Background: an optimization exercise with open tools, aiming at small area. Do not read the settings as production practice. The RTL was checked by simulation tests, not by an equivalence proof against the original design. No activity file was given, so power comes from the tool's default toggle rates.

$ cat design.v
module psre (
    input  wire        clk,
    input  wire        rst,             
    input  wire        bind_ok,         
    input  wire        irq_supported,   
    input  wire        polled_fallback, 
    input  wire        ack_latch,       
    input  wire        cmd_valid,
    output wire        cmd_ready,
    input  wire [23:0] cmd,
    output reg         rsp_valid,
    output reg  [23:0] rsp,
    output wire [18:0] line_oe,
    output wire [18:0] line_out,
    input  wire [18:0] line_in,
    input  wire        ack_edge,
    output reg         irq_out,
    output wire        irq_src_en,
    output wire        init_done,
    output wire        init_ok,
    output wire        polled,
    output wire [7:0]  fail_reason,
    output wire [15:0] misuse_count
);
    localparam [4:0] CTRL_INV         = 5'b01011;   
    localparam [4:0] STATUS_INV       = 5'b10000;   
    localparam [1:0] CTRL_RSVD_READ   = 2'b00;
    localparam [2:0] STATUS_RSVD_READ = 3'b000;
    localparam BD  = 4;     
    localparam DET = 18;    
    localparam [3:0] PH_BIND     = 4'd0,
                     PH_REC      = 4'd1,
                     PH_HIGH     = 4'd2,
                     PH_LOW      = 4'd3,
                     PH_RESTORE  = 4'd4,
                     PH_DECIDE   = 4'd5,
                     PH_IRQ      = 4'd6,
                     PH_DEF1     = 4'd7,
                     PH_DEF2     = 4'd8,
                     PH_READY    = 4'd9,
                     PH_FAILED   = 4'd10;
    localparam [3:0] OP_WDATA   = 4'h1,
                     OP_RDATA   = 4'h2,
                     OP_RCTRL   = 4'h3,
                     OP_WCTRL   = 4'h4,
                     OP_FROB    = 4'h5,
                     OP_RSTAT   = 4'h6,
                     OP_IRQEN   = 4'h7,
                     OP_IRQDIS  = 4'h8,
                     OP_DFWD    = 4'h9,
                     OP_DREV    = 4'hA,
                     OP_SAVE    = 4'hB,
                     OP_RESTORE = 4'hC,
                     OP_INITDEF = 4'hD;
    localparam [7:0] ST_OK       = 8'h00,
                     ST_MISUSE   = 8'h01,
                     ST_ILLEGAL  = 8'h02,
                     ST_NOTREADY = 8'h03;
    localparam [2:0] P2_NONE   = 3'd0,
                     P2_F2R    = 3'd1,    
                     P2_R2F    = 3'd2,    
                     P2_DFWD   = 3'd3,
                     P2_DREV   = 3'd4;
    reg [18:0] dir;         
    reg [18:0] lat;         
    reg        dir_flag;    
    reg        irq_gate;
    reg        irq_src;
    reg        irq_avail;
    reg        ack_pend;
    reg [3:0]  phase;
    reg [7:0]  fail_q;
    reg        sav_det_dir, sav_det_lvl, sav_bd_dir, sav_bd_lvl;
    reg        when_high, when_low;
    reg [15:0] misuse_cnt;
    reg        busy;        
    reg [2:0]  p2_kind;
    reg [3:0]  p2_op;
    reg [7:0]  p2_n;        
    reg [7:0]  p2_b;        
    assign line_oe      = dir;
    assign line_out     = lat;
    assign irq_src_en   = irq_src;
    assign init_done    = (phase == PH_READY) || (phase == PH_FAILED);
    assign init_ok      = (phase == PH_READY);
    assign polled       = (phase == PH_READY) && !irq_avail;
    assign fail_reason  = fail_q;
    assign misuse_count = misuse_cnt;
    assign cmd_ready    = !busy;
    function [4:0] map_control;
        input [7:0] x;
        begin
            map_control = {x[5], x[3], x[2], x[1], x[0]} ^ CTRL_INV;
        end
    endfunction
    function [7:0] unmap_control;
        input [4:0] l;
        reg   [4:0] b;
        begin
            b = l ^ CTRL_INV;
            unmap_control = {2'b00, b[4], 1'b0, b[3], b[2], b[1], b[0]};
        end
    endfunction
    function [7:0] unmap_status;
        input [4:0] l;
        begin
            unmap_status = {l ^ STATUS_INV, 3'b000};
        end
    endfunction
    wire [18:0] getval = (dir & lat) | (~dir & line_in);
    wire [7:0] ctrl_view = unmap_control(getval[4:0]) | {CTRL_RSVD_READ, 1'b0, irq_gate, 4'b0000};
    wire [7:0] data_view = getval[12:5];
    wire [7:0] stat_view = unmap_status(getval[17:13]) | {5'b00000, STATUS_RSVD_READ};
    wire [3:0] c_op = cmd[23:20];
    wire [3:0] c_z  = cmd[19:16];
    wire [7:0] c_a  = cmd[15:8];
    wire [7:0] c_b  = cmd[7:0];
    wire uses_a = (c_op == OP_FROB) || (c_op == OP_RESTORE);
    wire uses_b = (c_op == OP_WDATA) || (c_op == OP_WCTRL) ||
                  (c_op == OP_FROB)  || (c_op == OP_RESTORE);
    wire illegal = (c_op == 4'h0) || (c_op == 4'hE) || (c_op == 4'hF) ||
                   (c_z != 4'h0) ||
                   (!uses_a && (c_a != 8'h00)) ||
                   (!uses_b && (c_b != 8'h00));
    wire accept = cmd_valid && cmd_ready;
    wire [7:0] frob_n = (ctrl_view & ~c_a) ^ c_b;
    wire [7:0] wr_n   = (c_op == OP_FROB)    ? frob_n :
                        (c_op == OP_RESTORE) ? c_a : c_b;
    wire dir_changed  = ctrl_view[5] != wr_n[5];
    wire irq_changed  = ctrl_view[4] != wr_n[4];
    task irq_set;
        input en;
        begin
            if (en) begin
                if (!irq_gate) begin
                    irq_gate <= 1'b1;
                    if (irq_avail) begin
                        irq_src <= 1'b1;
                        if (ack_pend) begin
                            ack_pend <= 1'b0;
                            irq_out  <= 1'b1;
                        end
                    end
                end
            end else begin
                if (irq_gate) begin
                    irq_gate <= 1'b0;
                    if (irq_avail)
                        irq_src <= 1'b0;
                end
            end
        end
    endtask
    task count_misuse;
        begin
            if (misuse_cnt != 16'hFFFF)
                misuse_cnt <= misuse_cnt + 16'd1;
        end
    endtask
    always @(posedge clk) begin
        if (rst) begin
            dir         <= 19'd0;
            lat         <= 19'd0;
            dir_flag    <= 1'b0;
            irq_gate    <= 1'b0;
            irq_src     <= 1'b0;
            irq_avail   <= 1'b0;
            ack_pend    <= 1'b0;
            phase       <= PH_BIND;
            fail_q      <= 8'h00;
            sav_det_dir <= 1'b0;
            sav_det_lvl <= 1'b0;
            sav_bd_dir  <= 1'b0;
            sav_bd_lvl  <= 1'b0;
            when_high   <= 1'b0;
            when_low    <= 1'b0;
            misuse_cnt  <= 16'd0;
            busy        <= 1'b0;
            p2_kind     <= P2_NONE;
            p2_op       <= 4'h0;
            p2_n        <= 8'h00;
            p2_b        <= 8'h00;
            rsp_valid   <= 1'b0;
            rsp         <= 24'h000000;
            irq_out     <= 1'b0;
        end else begin
            rsp_valid <= 1'b0;
            irq_out   <= 1'b0;
            case (phase)
                PH_BIND: begin
                    if (!bind_ok) begin
                        fail_q <= 8'h10;
                        phase  <= PH_FAILED;
                    end else begin
                        phase  <= PH_REC;
                    end
                end
                PH_REC: begin
                    sav_det_dir <= dir[DET];
                    sav_det_lvl <= getval[DET];
                    sav_bd_dir  <= dir[BD];
                    sav_bd_lvl  <= getval[BD];
                    phase       <= PH_HIGH;
                end
                PH_HIGH: begin
                    dir[DET] <= 1'b0;
                    lat[BD]  <= 1'b1;
                    dir[BD]  <= 1'b1;
                    phase    <= PH_LOW;
                end
                PH_LOW: begin
                    when_high <= getval[DET];
                    lat[BD]   <= 1'b0;
                    phase     <= PH_RESTORE;
                end
                PH_RESTORE: begin
                    when_low <= getval[DET];
                    if (sav_bd_dir) begin
                        lat[BD] <= sav_bd_lvl;
                        dir[BD] <= 1'b1;
                    end else begin
                        dir[BD] <= 1'b0;
                    end
                    if (sav_det_dir) begin
                        lat[DET] <= sav_det_lvl;
                        dir[DET] <= 1'b1;
                    end else begin
                        dir[DET] <= 1'b0;
                    end
                    phase <= PH_DECIDE;
                end
                PH_DECIDE: begin
                    if (when_high && !when_low) begin
                        phase <= PH_IRQ;
                    end else begin
                        fail_q <= 8'h11;
                        phase  <= PH_FAILED;
                    end
                end
                PH_IRQ: begin
                    if (irq_supported) begin
                        irq_avail <= 1'b1;
                        irq_src   <= 1'b0;
                        phase     <= PH_DEF1;
                    end else if (polled_fallback) begin
                        irq_avail <= 1'b0;
                        phase     <= PH_DEF1;
                    end else begin
                        fail_q <= 8'h12;
                        phase  <= PH_FAILED;
                    end
                end
                PH_DEF1: begin
                    dir[17:13] <= 5'b00000;             
                    dir[12:5]  <= 8'h00;                
                    lat[4:0]   <= map_control(8'h0C);
                    dir[4:0]   <= 5'b11111;
                    phase      <= PH_DEF2;
                end
                PH_DEF2: begin
                    dir_flag  <= 1'b0;
                    lat[12:5] <= 8'h00;
                    dir[12:5] <= 8'hFF;
                    irq_gate  <= 1'b0;
                    phase     <= PH_READY;
                end
                default: ;
            endcase
            if (ack_edge && phase == PH_READY) begin
                if (irq_avail && irq_src)
                    irq_out <= 1'b1;
                else if (irq_avail && ack_latch)
                    ack_pend <= 1'b1;
            end
            if (busy) begin
                busy      <= 1'b0;
                rsp_valid <= 1'b1;
                case (p2_kind)
                    P2_F2R: begin
                        lat[4:0] <= map_control(p2_n);
                        dir_flag <= p2_n[5];
                        if (ctrl_view[4] != p2_n[4])
                            irq_set(p2_n[4]);
                        if (p2_op == OP_RESTORE) begin
                            rsp <= {ST_MISUSE, 16'h0000};
                            count_misuse;
                        end
                    end
                    P2_R2F: begin
                        dir[12:5] <= 8'hFF;
                        if (p2_op == OP_RESTORE)
                            lat[12:5] <= p2_b;
                    end
                    P2_DFWD: begin
                        dir[12:5] <= 8'hFF;
                    end
                    P2_DREV: begin
                        lat[BD]  <= 1'b1 ^ CTRL_INV[4];
                        dir_flag <= 1'b1;
                    end
                    default: ;
                endcase
            end
            else if (accept) begin
                rsp <= 24'h000000;
                if (illegal) begin
                    rsp       <= {ST_ILLEGAL, 16'h0000};
                    rsp_valid <= 1'b1;
                end else if (phase != PH_READY) begin
                    rsp       <= {ST_NOTREADY, 16'h0000};
                    rsp_valid <= 1'b1;
                end else begin
                    p2_op <= c_op;
                    p2_n  <= wr_n;
                    p2_b  <= c_b;
                    case (c_op)
                        OP_WDATA: begin
                            rsp_valid <= 1'b1;
                            if (dir_flag) begin
                                rsp <= {ST_MISUSE, 16'h0000};
                                count_misuse;
                            end else begin
                                lat[12:5] <= c_b;
                            end
                        end
                        OP_RDATA, OP_SAVE: begin
                            rsp_valid <= 1'b1;
                            rsp <= {(dir_flag ? ST_OK : ST_MISUSE),
                                    (c_op == OP_SAVE ? ctrl_view : 8'h00),
                                    data_view};
                            if (!dir_flag)
                                count_misuse;
                        end
                        OP_RCTRL: begin
                            rsp_valid <= 1'b1;
                            rsp <= {ST_OK, 8'h00, ctrl_view};
                        end
                        OP_RSTAT: begin
                            rsp_valid <= 1'b1;
                            rsp <= {ST_OK, 8'h00, stat_view};
                        end
                        OP_WCTRL, OP_FROB, OP_RESTORE: begin
                            if (c_op == OP_FROB)
                                rsp <= {ST_OK, 8'h00, ctrl_view};
                            if (dir_changed && wr_n[5]) begin
                                dir[12:5] <= 8'h00;
                                busy      <= 1'b1;
                                p2_kind   <= P2_F2R;
                            end else begin
                                lat[4:0] <= map_control(wr_n);
                                dir_flag <= wr_n[5];
                                if (irq_changed)
                                    irq_set(wr_n[4]);
                                if (dir_changed) begin
                                    busy    <= 1'b1;
                                    p2_kind <= P2_R2F;
                                end else begin
                                    rsp_valid <= 1'b1;
                                    if (c_op == OP_RESTORE) begin
                                        if (wr_n[5]) begin
                                            rsp <= {ST_MISUSE, 16'h0000};
                                            count_misuse;
                                        end else begin
                                            lat[12:5] <= c_b;
                                        end
                                    end
                                end
                            end
                        end
                        OP_IRQEN: begin
                            rsp_valid <= 1'b1;
                            irq_set(1'b1);
                        end
                        OP_IRQDIS: begin
                            rsp_valid <= 1'b1;
                            irq_set(1'b0);
                        end
                        OP_DFWD: begin
                            lat[BD]  <= 1'b0 ^ CTRL_INV[4];
                            dir_flag <= 1'b0;
                            busy     <= 1'b1;
                            p2_kind  <= P2_DFWD;
                        end
                        OP_DREV: begin
                            dir[12:5] <= 8'h00;
                            busy      <= 1'b1;
                            p2_kind   <= P2_DREV;
                        end
                        OP_INITDEF: begin
                            rsp_valid <= 1'b1;
                            rsp <= {ST_OK, 8'h0C, 8'h00};
                        end
                        default: ;
                    endcase
                end
            end
        end
    end
endmodule
$ cat run.sh
#!/bin/bash
# synth_recipe.tcl (not shown) runs the flow's synth.tcl, then flattens the netlist and writes it again
# the make line also repeats each setting of config.mk as NAME=value (left out here)
make -C /OpenROAD-flow-scripts/flow DESIGN_CONFIG=/design/flow/config.mk WORK_HOME=/design/flow/orfs CLKGATE_MAP_FILE= SYNTH_SCRIPT=/design/flow/synth_recipe.tcl finish
$ cat config.mk
export PLATFORM = sky130hd
export DESIGN_NAME = psre
export DESIGN_NICKNAME = psre
export VERILOG_FILES = /design/flow/design.v
export SDC_FILE = /design/flow/constraint.sdc
export NUM_CORES = 4
export LEC_CHECK = 0
export CAP_MARGIN = 20
export CORE_MARGIN = 2
export CORE_UTILIZATION = 40
export SLEW_MARGIN = 20
$ cat constraint.sdc
create_clock -name core_clock -period 10.0 [get_ports {clk}]
set_input_delay 2.0000 -clock core_clock [delete_from_list [all_inputs] [get_ports {clk}]]
set_output_delay 2.0000 -clock core_clock [all_outputs]
set_load 0.01 [all_outputs]
==> run summary <==
-- stage by stage --
stage | cell area, um^2 | setup WS, ns | hold WS, ns
2_1_floorplan | 5900 | 5.12 | 0.429
3_3_place_gp | 6950 | 3.90 | 0.439
3_5_place_dp | 6960 | 3.87 | 0.448
4_1_cts | 7240 | 4.23 | 0.458
5_1_grt | 7240 | 3.92 | 0.471
6_report | 7240 | 4.19 | 0.455
-- worst max-delay path, stage by stage --
cell,delay [ns]
clkdlybuf4s50_1,0.81
nor4bb_1,0.95
a211oi_1,0.23
or4b_4,0.70
a221oi_4,0.58
and3_2,0.30
and3_1,0.16
mux2_2,0.32
-- final cells by class --
class | instances | area, um^2
timing repair buffer | 129 | 1260
tap | 184 | 230
sequential | 99 | 1980
clock buffer | 11 | 253
inverter | 15 | 56.3
clock inverter | 5 | 27.5
fill | 1387 | 7130
multi-input combinational | 576 | 3430
-- worst max path at each step --
stage	slack (ns)	to	cells after the start
6_report	4.19	misuse_cnt[15]	8
5_1_grt	3.92	misuse_cnt[15]	8
4_1_cts	4.23	misuse_cnt[15]	8
3_5_place_dp	3.87	misuse_cnt[15]	8
3_3_place_gp	3.90	misuse_cnt[15]	8
2_1_floorplan	5.12	misuse_cnt[5]	13
-- power by group through the flow --
| stage | clock network [uW] | logic, uW | registers, uW |
|---|---|---|---|
| after detailed placement | 0 | 154 | 435 |
| after global placement | 0 | 154 | 434 |
| after floorplan | 0 | 104 | 426 |
| after CTS | 345 | 155 | 425 |
| after global routing | 363 | 170 | 429 |
| final | 337 | 156 | 426 |
-- registers in the layout, summed over array words and instances, names as in the netlist, 3 cells and up --
name,count
rsp,16
phase,4
p2_kind,3
dir,11
fail_q,3
lat,14
misuse_cnt,16
p2_n,6
p2_op,4
p2_b,8
-- metal layers --
| layer | global-route usage [%] | part of all wire (%) | vias to the layer above |
|---|---|---|---|
| met5 | 0 | 0 | - |
| met1 | 33.2 | 47 | 2776 |
| met4 | 6.81 | 1.7 | 0 |
| li1 | - | - | 2802 |
| met2 | 36.4 | 45 | 200 |
| met3 | 4.04 | 6.2 | 23 |
-- logic make-up after synthesis --
| kind of cell | after synthesis | share of synthesized area (%) |
|---|---|---|
| AOI/OAI and AO/OA | 202 | 22.5 |
| xor gates and xnor gates | 12 | 1.81 |
| adders and majority gates | 4 | 0.817 |
| buffers and inverters | 91 | 8.71 |
| DFF | 99 | 34.1 |
| muxes | 38 | 6.77 |
| other | 1 | 0.0644 |
| and+or+nand+nor | 297 | 25.3 |
-- layout by cell type, fill, tap and decap left out, types with 4 or more instances in the layout --
master           count
clkdlybuf4s50_1    119
dfxtp_1             99
nor2_1              86
nand2_1             77
a21oi_1             68
o21ai_0             36
mux2i_1             27
nand3_1             26
conb_1              23
a22oi_1             20
nand2b_1            16
inv_1               14
nor3_1              12
a211oi_1            12
mux2_2              11
o22ai_1             11
nand4_1             10
and3_1              10
nor2b_1              9
xor2_1               9
clkbuf_16            9
buf_4                8
and2_1               7
o211ai_1             6
a31oi_1              6
nor4_1               6
or4_1                5
or2_2                5
nor3b_1              4
o31a_1               4
a221o_1              4
clkinv_2             4
==> results.yml <==
run_status:
  status: "no timing/DRC/antenna violations"
clock_network:
  h-tree-depth: 3
  path_clk_slew_ns: 0.07
  cts_resized: 0
  clock_path_buffers: 2
  cts_tree: "yes"
  cts_hold_buffers: 0
  cts_setup_buffers: 0
  cts_root_buf: "clkbuf_16"
  clock-sinks: 99
  clk_latency_ns: 0.36
  cts-buffers-inserted: 9
worst_setup_path:
  r2r_slack_ns: 6.35
  r2r-start: "dir[4]"
  criticalPathCategory: "input pin to flip-flop"
  critPathMaxFanout: 25
  worst_setup_path_start_kind: "input pin"
  cp-startpoint: "cmd[21]"
  required_ns: 10.25
  r2r_cells: 12
  reg2reg_to: "misuse_cnt[15]"
  cp.arrival_ns: 6.06
  end_kind: "flip-flop"
floorplan:
  die_x_um: 125
  die_area_um2: 15500
  fp.coreArea_um2: 14400
  std_cell_rows: 44
  start_util_pct: 40.5
  die_h_um: 125
  pin_count: 144
synth:
  syn_inst: 744
  synth_top_area_share_pct: 34.1
  synthFlopType: "dfxtp_1"
  yosys-top-cells-area: "dfxtp_1 34%, a21oi_1 5.8%, nor2_1 5.5%"
  seq_area_frac_synth_pct: 34.1
  async_reset_ff_share_pct: 0
  synth.cell_area_um2: 5820
  yosys.area.top_type: "dfxtp_1"
  syn_avg_cell_area_um2: 7.82
  synthTopCellsByCount: "99 x dfxtp_1, 86 x nor2_1, 77 x nand2_1, 68 x a21oi_1, 37 x clkbuf_1"
  ys_warn_count: 1
  ys_ff_latch: 99
  synthMostInstantiatedCell: "dfxtp_1"
  synth_edf_count: 0
  ys_types: 72
power_and_ir_drop:
  seqPwrFrac_pct: 46.3
  p_sw_uw: 263
  p_total_uw: 919
  power_frac_comb_pct: 17.0
  powerDensity_nw_per_um2: 127
  p_clk_share_pct: 36.7
  switching_share_pct: 28.6
  power_leakage_uw: 0.00253
  internal_power_uw: 656
  ir_worst_vdd_mv: 0.0859
sta:
  drv_slew: 0
  setup_viol: 0
  fmax_mhz: 172
  period_needed_ns: 5.81
  maxSlewHeadroom_pct: 31.2
  finalCritPeriodShare_pct: 58.1
  clock_skew_ns: 0.00703
  tightestPinTransition_ns: 1.03
  tns_ns: 0
  hold_viol_final: 0
  rsz0062_at_grt: "false"
placed_design:
  gp_congestion: 0.922
  io_buffer_count: 120
  dp.cells: 1003
  dp_hpwl_um: 13300
global_routing:
  grt_pass1_wl_um: 29200
  grt_pass1_vias: 5325
  grt_max_degree: 98
  antenna_found_initial: 0
  gr-usage-all-layers_pct: 23.4
  grt-ovfl-total: 0
hold_path:
  hold_path.class: "flip-flop to flip-flop"
  hp-start: "p2_b[7]"
  min_path_cells: 2
  min_to: "p2_b[7]"
finish:
  syn2layout_area_growth_pct: 24.4
  fin_cells: 1019
  n_antenna_cell: 0
  layout.nets: 884
  drive_gt1_share_pct: 6.59
  final_util_pct: 50.4
detailed_routing:
  via_count: 5801
  drc: 0
  wl_um: 18400
  dr.pass1.iters: 5
  wl_per_cell_um: 18.0
  vias_per_cell: 5.69
  ant_nets: 0
  initialDrtViolationCount: 425
job:
  drv_cap: 0

## port drivers added, routing unchanged
In the flow no input, the clock included, has a driving cell. The finished layout below was timed again as built, in two steps.
Step 1 (the two cells are an assumption about what drives the block):
set clk [get_ports {clk}]
set_driving_cell -lib_cell sky130_fd_sc_hd__clkbuf_16 $clk
set_driving_cell -lib_cell sky130_fd_sc_hd__buf_2 [delete_from_list [all_inputs] $clk]
Step 2, shift: input delay + t, output delay - t, t = (earliest + latest rising clock arrival at the registers) / 2. This alone moves slack from input paths to output paths.
a / b / c = ideal / step 1 / step 2; a / b = the first two.
t (ns): 0.393
setup slack, ns: 4.191 / 4.200 / 3.807
cell pins on the clock port's net: 1
After both steps this run still meets setup and hold. For this run, drivers alone change the setup slack by +0.009 ns; drivers and shift together by -0.384 ns.
